This design comes from an exercise in tuning for small area, a short achievable clock period and few clock cycles on the open sky130 flow, not from production work. In this exercise RTL edits were held to simulation tests only and were not proved equivalent to the original.

--- config.mk ---
export PLATFORM = sky130hd
export DESIGN_NAME = ascii_codec
export DESIGN_NICKNAME = ascii_codec
export VERILOG_FILES = /design/flow/design.v
export SDC_FILE = /design/flow/constraint.sdc
export NUM_CORES = 4
export LEC_CHECK = 0
export CAP_MARGIN = 20
export CORE_MARGIN = 2
export CORE_UTILIZATION = 40
export SLEW_MARGIN = 20
--- constraint.sdc ---
create_clock -name core_clock -period 28.0 [get_ports {clk}]
set_input_delay 5.6000 -clock core_clock [delete_from_list [all_inputs] [get_ports {clk}]]
set_output_delay 5.6000 -clock core_clock [all_outputs]
set_load 0.01 [all_outputs]
--- design.v ---
module ascii_codec (
    input  wire        clk,
    input  wire        rst,
    input  wire        cmd_valid,
    output wire        cmd_ready,
    input  wire [1:0]  cmd_op,
    input  wire [15:0] cmd_len,
    input  wire        in_valid,
    output wire        in_ready,
    input  wire [7:0]  in_data,
    output wire        out_valid,
    input  wire        out_ready,
    output wire [7:0]  out_data,
    output wire        done,
    output wire [7:0]  err_code
);
    localparam OP_AHXD = 2'd0;
    localparam OP_AHXE = 2'd1;
    localparam OP_A85D = 2'd2;
    localparam OP_A85E = 2'd3;
    localparam ERR_NONE        = 8'h00;
    localparam ERR_AHX_EOD     = 8'h01;
    localparam ERR_AHX_BADCHAR = 8'h02;
    localparam ERR_A85_BADCHAR = 8'h10;
    localparam ERR_A85_EOD     = 8'h11;
    localparam ERR_A85_OVERFLOW= 8'h12;
    localparam ERR_A85_ZINGRP  = 8'h13;
    localparam S_IDLE = 2'd0;
    localparam S_RUN  = 2'd1;
    localparam S_PAD  = 2'd2;    
    localparam S_DIV  = 2'd3;    
    reg [1:0]  state;
    reg [1:0]  op;
    reg [15:0] remaining;        
    reg        stopped;          
    reg [7:0]  err_r;
    reg        done_r;
    reg [47:0] obuf;
    reg [3:0]  ocount;
    reg        hi_valid;
    reg [3:0]  hi_nib;
    reg        tilde;            
    reg [2:0]  gcnt;             
    reg [2:0]  pad_n;            
    reg [32:0] acc;              
    reg        enc_last;         
    reg [2:0]  div_i;            
    reg [6:0]  dig0, dig1, dig2, dig3;         
    assign cmd_ready = (state == S_IDLE);
    assign in_ready  = (state == S_RUN) && (remaining != 16'd0) && (ocount == 4'd0);
    assign out_valid = (ocount != 4'd0);
    assign out_data  = obuf[7:0];
    assign done      = done_r;
    assign err_code  = err_r;
    wire in_fire  = in_valid && in_ready;
    wire out_fire = out_valid && out_ready;
    wire [7:0] c = in_data;
    wire is_ws = (c == 8'h09) || (c == 8'h0A) || (c == 8'h0C) || (c == 8'h0D) || (c == 8'h20);
    reg       is_hex;
    reg [3:0] hex_val;
    always @(*) begin
        is_hex  = 1'b1;
        hex_val = 4'd0;
        if (c >= 8'h30 && c <= 8'h39)      hex_val = c[3:0];
        else if (c >= 8'h41 && c <= 8'h46) hex_val = c[3:0] + 4'd9;
        else if (c >= 8'h61 && c <= 8'h66) hex_val = c[3:0] + 4'd9;
        else                               is_hex  = 1'b0;
    end
    wire       is_a85_digit = (c >= 8'h21) && (c <= 8'h75);
    wire [6:0] a85_val      = c[6:0] - 7'd33;
    wire [3:0] enc_hi = c[7:4];
    wire [3:0] enc_lo = c[3:0];
    wire [7:0] enc_hi_ch = (enc_hi < 4'd10) ? (8'h30 + {4'd0, enc_hi}) : (8'h57 + {4'd0, enc_hi});
    wire [7:0] enc_lo_ch = (enc_lo < 4'd10) ? (8'h30 + {4'd0, enc_lo}) : (8'h57 + {4'd0, enc_lo});
    wire [6:0]  acc_digit = (state == S_PAD) ? 7'd84 : a85_val;
    wire [32:0] acc_next  = acc * 33'd85 + {26'd0, acc_digit};
    wire        acc_ovf   = acc_next[32];
    wire [31:0] div_q = acc[31:0] / 32'd85;
    wire [31:0] div_r = acc[31:0] % 32'd85;    
    wire [31:0] enc_word = {acc[23:0], c};
    wire [7:0] ch0_l = {1'b0, div_r[6:0]} + 8'd33;   
    wire [7:0] ch1_l = {1'b0, dig3} + 8'd33;         
    wire [7:0] ch2_l = {1'b0, dig2} + 8'd33;         
    wire [7:0] ch3_l = {1'b0, dig1} + 8'd33;         
    wire [7:0] ch4_l = {1'b0, dig0} + 8'd33;         
    always @(posedge clk) begin
        if (rst) begin
            state    <= S_IDLE;
            ocount   <= 4'd0;
            done_r   <= 1'b0;
            err_r    <= ERR_NONE;
            stopped  <= 1'b0;
        end else begin
            done_r <= 1'b0;
            if (out_fire) begin
                obuf[39:0] <= obuf[47:8];
                ocount <= ocount - 4'd1;
            end
            case (state)
            S_IDLE: begin
                if (cmd_valid) begin
                    state     <= S_RUN;
                    op        <= cmd_op;
                    remaining <= cmd_len;
                    stopped   <= 1'b0;
                    err_r     <= ERR_NONE;
                    hi_valid  <= 1'b0;
                    tilde     <= 1'b0;
                    gcnt      <= 3'd0;
                    acc       <= 33'd0;
                end
            end
            S_RUN: begin
                if (in_fire) begin
                    remaining <= remaining - 16'd1;
                    if (!stopped) begin
                        case (op)
                        OP_AHXD: begin
                            if (c == 8'h3E) begin
                                stopped <= 1'b1;
                                if (hi_valid) begin
                                    obuf[7:0] <= {hi_nib, 4'd0};
                                    ocount <= 4'd1;
                                end
                            end else if (is_ws) begin
                            end else if (is_hex) begin
                                if (hi_valid) begin
                                    obuf[7:0] <= {hi_nib, hex_val};
                                    ocount   <= 4'd1;
                                    hi_valid <= 1'b0;
                                end else begin
                                    hi_nib   <= hex_val;
                                    hi_valid <= 1'b1;
                                end
                            end else begin
                                stopped <= 1'b1;
                                err_r   <= ERR_AHX_BADCHAR;
                            end
                        end
                        OP_AHXE: begin
                            obuf[15:0] <= {enc_lo_ch, enc_hi_ch};
                            ocount <= 4'd2;
                        end
                        OP_A85D: begin
                            if (tilde) begin
                                if (is_ws) begin
                                end else if (c == 8'h3E) begin
                                    stopped <= 1'b1;
                                    if (gcnt != 3'd0) begin
                                        pad_n <= gcnt;
                                        state <= S_PAD;
                                    end
                                end else begin
                                    stopped <= 1'b1;
                                    err_r   <= ERR_A85_BADCHAR;
                                end
                            end else if (is_ws) begin
                            end else if (c == 8'h7E) begin
                                tilde <= 1'b1;
                            end else if (c == 8'h7A) begin
                                if (gcnt != 3'd0) begin
                                    stopped <= 1'b1;
                                    err_r   <= ERR_A85_ZINGRP;
                                end else begin
                                    obuf[31:0] <= 32'd0;
                                    ocount <= 4'd4;
                                end
                            end else if (is_a85_digit) begin
                                if (gcnt == 3'd4) begin
                                    if (acc_ovf) begin
                                        stopped <= 1'b1;
                                        err_r   <= ERR_A85_OVERFLOW;
                                    end else begin
                                        obuf[31:0] <= {acc_next[7:0], acc_next[15:8],
                                                       acc_next[23:16], acc_next[31:24]};
                                        ocount <= 4'd4;
                                    end
                                    gcnt <= 3'd0;
                                    acc  <= 33'd0;
                                end else begin
                                    gcnt <= gcnt + 3'd1;
                                    acc  <= acc_next;
                                end
                            end else begin
                                stopped <= 1'b1;
                                err_r   <= ERR_A85_BADCHAR;
                            end
                        end
                        OP_A85E: begin
                            acc[31:0] <= enc_word;
                            if (gcnt == 3'd3) begin
                                gcnt <= 3'd0;
                                if (enc_word == 32'd0) begin
                                    obuf[7:0] <= 8'h7A;
                                    ocount <= 4'd1;
                                end else begin
                                    enc_last <= 1'b0;
                                    div_i    <= 3'd0;
                                    state    <= S_DIV;
                                end
                            end else begin
                                gcnt <= gcnt + 3'd1;
                            end
                        end
                        endcase
                    end
                end else if (remaining == 16'd0 && ocount == 4'd0) begin
                    if (stopped) begin
                        state  <= S_IDLE;
                        done_r <= 1'b1;
                    end else begin
                        case (op)
                        OP_AHXD: begin
                            stopped <= 1'b1;
                            err_r   <= ERR_AHX_EOD;
                        end
                        OP_AHXE: begin
                            stopped <= 1'b1;
                            obuf[7:0] <= 8'h3E;
                            ocount  <= 4'd1;
                        end
                        OP_A85D: begin
                            stopped <= 1'b1;
                            if (tilde) begin
                                err_r <= ERR_A85_EOD;
                            end else if (gcnt != 3'd0) begin
                                pad_n <= gcnt;
                                state <= S_PAD;
                            end
                        end
                        OP_A85E: begin
                            stopped <= 1'b1;
                            if (gcnt != 3'd0) begin
                                case (gcnt)
                                    3'd1:    acc[31:0] <= {acc[7:0], 24'd0};
                                    3'd2:    acc[31:0] <= {acc[15:0], 16'd0};
                                    default: acc[31:0] <= {acc[23:0], 8'd0};
                                endcase
                                enc_last <= 1'b1;
                                div_i    <= 3'd0;
                                state    <= S_DIV;
                            end else begin
                                obuf[15:0] <= {8'h3E, 8'h7E};
                                ocount <= 4'd2;
                            end
                        end
                        endcase
                    end
                end
            end
            S_PAD: begin
                if (gcnt == 3'd4) begin
                    if (acc_ovf) begin
                        err_r <= ERR_A85_OVERFLOW;
                    end else begin
                        obuf[31:0] <= {acc_next[7:0], acc_next[15:8],
                                       acc_next[23:16], acc_next[31:24]};
                        ocount <= {1'b0, pad_n} - 4'd1;
                    end
                    gcnt  <= 3'd0;
                    acc   <= 33'd0;
                    state <= S_RUN;
                end else begin
                    gcnt <= gcnt + 3'd1;
                    acc  <= acc_next;
                end
            end
            S_DIV: begin
                acc[31:0] <= div_q;
                div_i     <= div_i + 3'd1;
                dig0 <= dig1;
                dig1 <= dig2;
                dig2 <= dig3;
                dig3 <= div_r[6:0];
                if (div_i == 3'd4) begin
                    state <= S_RUN;
                    if (enc_last) begin
                        case (gcnt)
                            3'd1: begin
                                obuf[31:0] <= {8'h3E, 8'h7E, ch1_l, ch0_l};
                                ocount <= 4'd4;
                            end
                            3'd2: begin
                                obuf[39:0] <= {8'h3E, 8'h7E, ch2_l, ch1_l, ch0_l};
                                ocount <= 4'd5;
                            end
                            default: begin
                                obuf <= {8'h3E, 8'h7E, ch3_l, ch2_l, ch1_l, ch0_l};
                                ocount <= 4'd6;
                            end
                        endcase
                        gcnt <= 3'd0;
                    end else begin
                        obuf[39:0] <= {ch4_l, ch3_l, ch2_l, ch1_l, ch0_l};
                        ocount <= 4'd5;
                    end
                end
            end
            endcase
        end
    end
endmodule
--- run.sh ---
#!/bin/bash
# synth_recipe.tcl (not shown) runs the flow's synth.tcl, then flattens the netlist and writes it again
# the make line also repeats each setting of config.mk as NAME=value (left out here)
make -C /OpenROAD-flow-scripts/flow DESIGN_CONFIG=/design/flow/config.mk WORK_HOME=/design/flow/orfs CLKGATE_MAP_FILE= SYNTH_SCRIPT=/design/flow/synth_recipe.tcl finish
==> results.txt <==
how the worst max path moves through the flow:
| stage | slack (ns) | startpoint | to | cells past startpoint |
|---|---|---|---|---|
| 4_1_cts | 1.76 | acc[26] | obuf[1] | 74 |
| 3_3_place_gp | 2.64 | acc[29] | obuf[1] | 73 |
| 6_report | 2.54 | acc[26] | obuf[1] | 78 |
| 3_5_place_dp | 1.90 | acc[29] | obuf[1] | 75 |
| 2_1_floorplan | 7.86 | acc[25] | obuf[1] | 86 |
| 5_1_grt | 0.22 | acc[29] | obuf[1] | 78 |
state kept, by name, summed over array words and instances, names as in the netlist, 3 cells and up:
| signal | count |
|---|---|
| dig1 | 7 |
| ocount | 4 |
| acc | 33 |
| err_r | 8 |
| dig0 | 7 |
| dig3 | 7 |
| gcnt | 3 |
| hi_nib | 4 |
| remaining | 16 |
| pad_n | 3 |
| dig2 | 7 |
| div_i | 3 |
| obuf | 40 |
metal layers:
metal,track usage (%),up-vias
met5,0,-
met4,8.27,4
met3,3.68,152
met2,38.8,969
met1,35.7,12700
li1,-,12600
kinds of logic after synthesis:
logic type / count (synthesis)
xor gates and xnor gates: 195
buffers and inverters: 426
muxes: 111
DFF: 151
AOI/OAI and AO/OA: 1234
adders and majority gates: 198
and+or+nand+nor: 1092
final cells by class:
class | instances | area, um^2 | area share [%]
Tap cell | 855 | 1070 | 3.87
Inverter | 216 | 811 | 2.93
Clock inverter | 15 | 183 | 0.660
Antenna cell | 2 | 5.00 | 0.0181
Timing Repair Buffer | 100 | 876 | 3.17
Multi-Input combinational cell | 2830 | 19900 | 72.0
Sequential cell | 151 | 4370 | 15.8
Clock buffer | 17 | 425 | 1.54
worst max-delay path, delay by kind of cell, from the launching register on:
family                   cells  cell delay [ns]
XOR/XNOR                     7             3.14
AO/OA/AOI/OAI               40            12.10
AND/OR/NAND/NOR             19             4.80
adder cells (fa/ha/maj)      4             1.29
flip-flops                   1             0.63
multiplexers                 8             3.17
layout by cell type, fill, tap and decap left out, types with 18 or more instances in the layout:
master	count
nand2_1	317
a21oi_1	312
nor2_1	291
inv_1	198
o21ai_0	194
edfxtp_1	135
ha_1	127
xnor2_1	125
nand3_1	114
nor3_1	90
mux2i_1	74
fa_1	58
xor2_1	56
o22ai_1	54
and2_1	50
clkdlybuf4s50_1	50
buf_4	50
a31oi_1	46
a211oi_1	43
o21ai_1	42
o211ai_1	41
a221oi_1	39
a21o_1	36
o21a_1	32
a22oi_1	31
nand4_1	30
o21bai_1	30
and3_1	28
or3_1	26
nor4_1	23
a222oi_1	22
o221ai_1	21
nand2b_1	21
mux2_2	21
nor2b_1	21
o31ai_1	20
a211o_1	19
o2111ai_1	18
repair_timing:
action / in CTS / in global routing
setup endpoints to repair: 0 / 9
gates resized for setup: 0 / 5
buffers inserted: 0 / 0
through the flow:
step / area, um^2 / setup WS, ns / hold WS [ns] / cells
finish: 27700 / 2.54 / 0.463 / 4186
global route: 27700 / 0.224 / 0.495 / 4186
CTS: 27600 / 1.76 / 0.468 / 4184
detailed placement: 27000 / 1.90 / 0.450 / 4152
global placement: 27000 / 2.64 / 0.446 / 4152
floorplan: 26000 / 7.86 / 0.446 / 3407
==> metrics.md <==
| Metric | Value |
|---|---|
| Post-synthesis compound-gate area fraction | 33.6% |
| Main synth FF type | edfxtp_1 |
| Buffer depth of the longest clock path | 2 |
| Total grt overflow | 0 |
| IO Pins | 51 |
| Initial Util | 40.4% |
| Hold endpoint | err_r[3] |
| DR vias | 26400 |
| Top-area cell type share of the netlist area | 15.6% |
| Clk pin slew, worst setup/hold paths | 0.07 ns |
| Syn. warnings | 1 |
| Final GP Congestion | 0.956 |
| Multiplexer share of the synthesized area | 4.81% |
| RSZ-0062 raised after global routing | false |
| FMAX | 39.3 MHz |
| TritonCTS Buffers | 17 |
| Die width | 259 um |
| MaxCap Viol Count | 0 |
| Number of synthesized flops with an enable pin | 135 |
| Largest net degree at the start of global routing | 74 |
| Vias in the first global route | 24200 |
| Die ar. | 0.0670 mm^2 |
| Clk_skew | 0.0134 ns |
| Synth area leader | edfxtp_1 |
| Startpoint types | register |
| R2R setup slack | 2.54 ns |
| Post-route DRC | 0 |
| Syn_nets | 3627 |
| Core Area | 0.0643 mm^2 |
| First-pass GRT wire length | 137000 um |
| Port Buffer Count | 50 |
| TritonCTS clock tree | done |
| Crit-path slowest cell | o41ai_2 |
| Final worst path period share | 90.9% |
| Post-layout min period | 25.46 ns |
| Post-synth ARST share | 0% |
| First-pass DRT Iterations | 9 |
| Hold Path Stages | 1 |
| Wl on met1 | 39200 um |
| # clock sinks | 151 |
| Die Span Y | 259 um |
| Routed met3 length | 6080 um |
| Clk root buf | clkbuf_16 |
| Mapped Area | 0.0260 mm^2 |
| Final ANT Viol Nets | 0 |
| Initial antenna violation count | 4 |
| Hold_sp | err_r[3] |
| Critical Path AT | 25.63 ns |
| Routed WL | 85900 um |
| Adder-cell share of the synthesized area | 11.1% |
| Layout Utilization | 43.0% |
| Seq cells post-synth | 151 |
| Synth Area in XOR/XNOR | 6.89% |
| Cells after Synth | 3407 |
| Crit path kind | register to register |
| Yosys cell types | 140 |
| Status | complete, no violations |
| Worst-margin pin slew | 1.13 ns |
| Reg2reg end | obuf[1] |
| Final setup viols | 0 |
| Share of cells above drive strength 1 | 7.57% |
| Area grow syn2layout | 6.53% |
| Uppermost routed layer | met5 |
| Worst path max stage delay | 0.77 ns |
| Average wire per standard cell | 20.5 um |
| Rel. slew slack | 23.1% |
| Final net count | 3536 |
| Hold Vio Cnt, Final | 0 |
| Clk latency of the worst-skew pair | 0.46 ns |
| Post-synthesis simple-gate area fraction | 20.0% |
| HPWL Detailed | 63200 um |
| Register area share after synthesis | 16.8% |
| Count leader, synth | nand2_1 |
| Hold buffers post-CTS | 0 |
| R2R depth | 78 |
| Hold crit path type | register to register |
| Site Rows | 93 |
| Reg2reg start | acc[26] |
| Vias/cell | 6.30 |
| Tot GR Track Use | 25.1% |
| WL met2 | 37900 um |
| CP Max Fanout | 17 |
| WP data required | 28.17 ns |
| Fill count | 6549 |
| Setup TNS | 0 ns |
| Combinational family with the most area after synthesis | compound AO/OA/AOI/OAI gates |
| Iter 0 DRT Violations | 3099 |
| Worst setup EP type | register |
| Commonest cells post-synth | nand2_1, a21oi_1, nor2_1, inv_1, o21ai_0 |
| Area contributors post-synth | edfxtp_1, ha_1, a21oi_1 |
| Max-slew violations | 0 |
| Syn Area/Cell | 7.62 um^2 |
| CTS HTree Levels | 4 |
Testbench counts, summed over its fixed seeds: cycles 116,197.

afterwards: timing with drivers on the ports:
In the flow no input, the clock included, has a driving cell. The finished layout below was timed again as built, in two steps.
Step 1 sets driving cells, clkbuf_16 on the clock port and buf_2 on the other inputs (assumed; they add their load-dependent delay and slew).
Step 2 adds t to the input delays and takes it off the output delays; t is the mean of the earliest and latest rising clock arrival at the registers after step 1. Input paths then give back, and output paths get back, about the clock's delay inside the block.
Three values: ideal, step 1, step 2; two values: the first two.
t, ns: 0.510
setup slack, ns: 2.545 / 2.545 / 2.545
worst register clock-pin slew, ns: 0.08 / 0.08
worst slew at a driven data input, ns: 0.13
pins driven straight from the clock port: 1
After both steps this run still meets setup and hold. The setup slack of this run moves by 0.000 ns with the drivers and by 0.000 ns with both steps.
